What follows belongs to an exercise in optimizing a design on an open flow for small area, a short achievable clock period and few clock cycles; a production flow would make more cautious choices.
In this exercise RTL edits were held to simulation tests only and were not proved equivalent to the original.
Power and IR drop assume default switching activity.

== the baseline ==
## vm_core
module vm_core (
    input  wire         clk,
    input  wire         rst,
    input  wire [159:0] image,
    output reg  [1:0]   run_state,
    output reg  [1:0]   fault_kind,
    output reg  [15:0]  fault_addr,
    output reg  [7:0]   fault_opcode,
    output reg  [2:0]   fault_op,
    output wire [15:0]  ip,
    output wire [15:0]  r1,
    output wire [15:0]  r2,
    output wire [159:0] mem
);
Size in the first run: about 4,300 cells after synthesis, ~230 flip-flops, roughly 400 I/O pins, ~26,000 um2 of cells after synthesis.
clock: 10.0 ns
lec_check: 0
abc_area: 1
cap_margin: 20
core_margin: 2
core_utilization: 45
setup_slack_margin: 4
slew_margin: 20
buffer_ports_args: -buffer_cell sky130_fd_sc_hd__buf_2
standard.sh (not shown) runs the stock make flow with config.mk's settings and CLKGATE_MAP_FILE= SYNTH_SCRIPT=/design/flow/synth_recipe.tcl, a recipe that flattens the netlist after the stock synthesis.
==> flow/flow/run.sh <==
#!/bin/bash
# The standard layout (standard.sh) with two changes to config.mk:
#  - the ports get plain buffers (buf_2) instead of delay cells;
#  - Yosys maps adders as plain logic for ABC instead of full-adder cells.
# Each tool's output goes to the ORFS logs under orfs/logs/; the make
# output goes to standard.log here.
set -euo pipefail
cp config.mk config_my.log
cat >> config.mk <<'CFG'
export BUFFER_PORTS_ARGS = -buffer_cell sky130_fd_sc_hd__buf_2
export ADDER_MAP_FILE =
CFG
bash standard.sh > standard.log 2>&1
Testbench counts of the baseline, summed over its fixed seeds: cycles 19,625.
Setup changes, the baseline to the candidate
--- a/flow/design.v
+++ b/flow/design.v
@@ -225,62 +225,32 @@
         for (gi = 0; gi < 3; gi = gi + 1) begin : g_l2
             assign l2[gi] = pl[1] ? l4[gi + 2] : l4[gi];
         end
         for (gi = 0; gi < 2; gi = gi + 1) begin : g_l1
             assign lw[gi] = pl[0] ? l2[gi + 1] : l2[gi];
         end
     endgenerate
     wire [15:0] ld_word = {lw[1], lw[0]};
+    wire [15:0] imm   = {b3, b2};
     wire [15:0] opb   = is_addi ? imm : (is_sub ? ~src_b : src_b);
     wire [15:0] alu   = src_a + opb + {15'd0, is_sub};
     wire wr_ip  = (is_load | is_addi) && (b1[1:0] == 2'd0);
-    function sum_eq;             
-        input [15:0] a;
-        input [15:0] b;
-        input [15:0] c;
-        reg   [15:0] r;
-        reg   [15:0] g;
-        begin
-            r = a ^ b ^ c;       
-            g = (a & b) | (a & r) | (b & r);
-            sum_eq = !r[0] && (r[15:1] == g[14:0]);
-        end
-    endfunction
-    wire [15:0] lp_c   = (b1[1:0] == 2'd1) ? x2 : x1;      
-    wire [15:0] imm2   = {imm[14:0], 1'b0};
-    wire [15:0] imm4   = {imm[13:0], 2'b00};
-    wire [15:0] cs_s   = src_a ^ imm ^ imm2;                
-    wire [15:0] cs_c   = {(src_a[14:0] & imm[14:0]) | (src_a[14:0] & imm2[14:0]) |
-                          (imm[14:0] & imm2[14:0]), 1'b0};
-    wire        lp_eq1 = sum_eq(src_a, imm, lp_c);
-    wire        lp_eq2 = sum_eq(src_a, imm2, lp_c);
-    wire        lp_eq3 = sum_eq(cs_s, cs_c, lp_c);
-    wire [15:0] lp_v2  = src_a + imm2;
-    wire [15:0] lp_v3  = cs_s + cs_c;
-    wire [15:0] lp_v4  = src_a + imm4;
-    wire        lp_out = lp_eq1 | lp_eq2 | lp_eq3;              
-    wire        lp_tok = (w0[1] <= 8'd19);                      
-    wire        loop   = lead && is_addi && (b1[1:0] != 2'd0) && trail &&
-                         (t_b1[4:0] == p0);
-    wire [15:0] lp_val = lp_eq1 ? alu : lp_eq2 ? lp_v2 : lp_eq3 ? lp_v3 : lp_v4;
-    wire [15:0] wval = is_load ? ld_word : loop ? lp_val : alu;
-    wire [15:0] imm   = {b3, b2};
+    wire [15:0] wval = is_load ? ld_word : alu;
     wire [4:0] pn     = px + (is_addi ? 5'd4 : 5'd3);
     wire       t_ok   = (is_load | is_add | is_sub | is_addi) && !wr_ip;
     wire [7:0] t_opc  = lead ? (is_addi ? w0[6] : w0[5]) : (is_addi ? w0[4] : w0[3]);
     wire [7:0] t_b1   = lead ? (is_addi ? w0[7] : w0[6]) : (is_addi ? w0[5] : w0[4]);
     wire       trail  = t_ok && (pn <= 5'd18) && (t_opc == OPC_JMP) && (t_b1 <= 8'd19);
     wire lo_je = (src_a[7:0] == OPC_JE);
     wire hi_je = (src_a[15:8] == OPC_JE);
     reg [4:0] ip_next;
     always @* begin
         if (taken)             ip_next = b1[4:0];
         else if (is_je)        ip_next = px + 5'd2;
-        else if (loop && lp_out && lp_tok) ip_next = w0[1][4:0];
         else if (trail)        ip_next = t_b1[4:0];
         else                   ip_next = pn;
     end
     integer i;
     always @(posedge clk) begin
         if (rst) begin
             m     <= image;
             x0    <= 16'd0;
--- outcome ---
- The candidate against the baseline: clock group share of total power has increased; clock power now smaller; final clock skew has decreased.
- Compared with the baseline, the candidate shows a area fraction in compound gates after synthesis that is 2.4 points higher.
- Taking the baseline as the reference, in the candidate sequential share of power +12 points, clock insertion delay at the later pin of the skew report -0.03 ns, global-route usage -5.9 points, final total power -about 46%, area taken by flip-flops and latches ~0 delta.
Testbench counts of the candidate, summed over its fixed seeds: cycles 42,873.

[port drivers added, routing unchanged]
How much do the figures lean on ideal ports? The routed layouts below were timed once more, with nothing changed but the port constraints. Step 1: set_driving_cell puts a clkbuf_16 on clk and a buf_2 on each other input, an assumption about the parent block. Step 2, shift: input delay + t, output delay - t, t = (earliest + latest rising clock arrival at the registers) / 2. This alone moves slack from input paths to output paths. a / b / c = ideal / step 1 / step 2; a / b = the first two.
| run | t (ns) | slack for setup (ns) | worst setup path after step 2 | worst slew at a driven data input, ns |
|---|---|---|---|---|
| the baseline | 0.641 | 3.911 / 3.848 / 3.978 | register to register | 0.07 |
| the candidate | 0.625 | 3.960 / 3.898 / 4.092 | register to register | 0.07 |
After both steps every run listed still meets setup and hold.
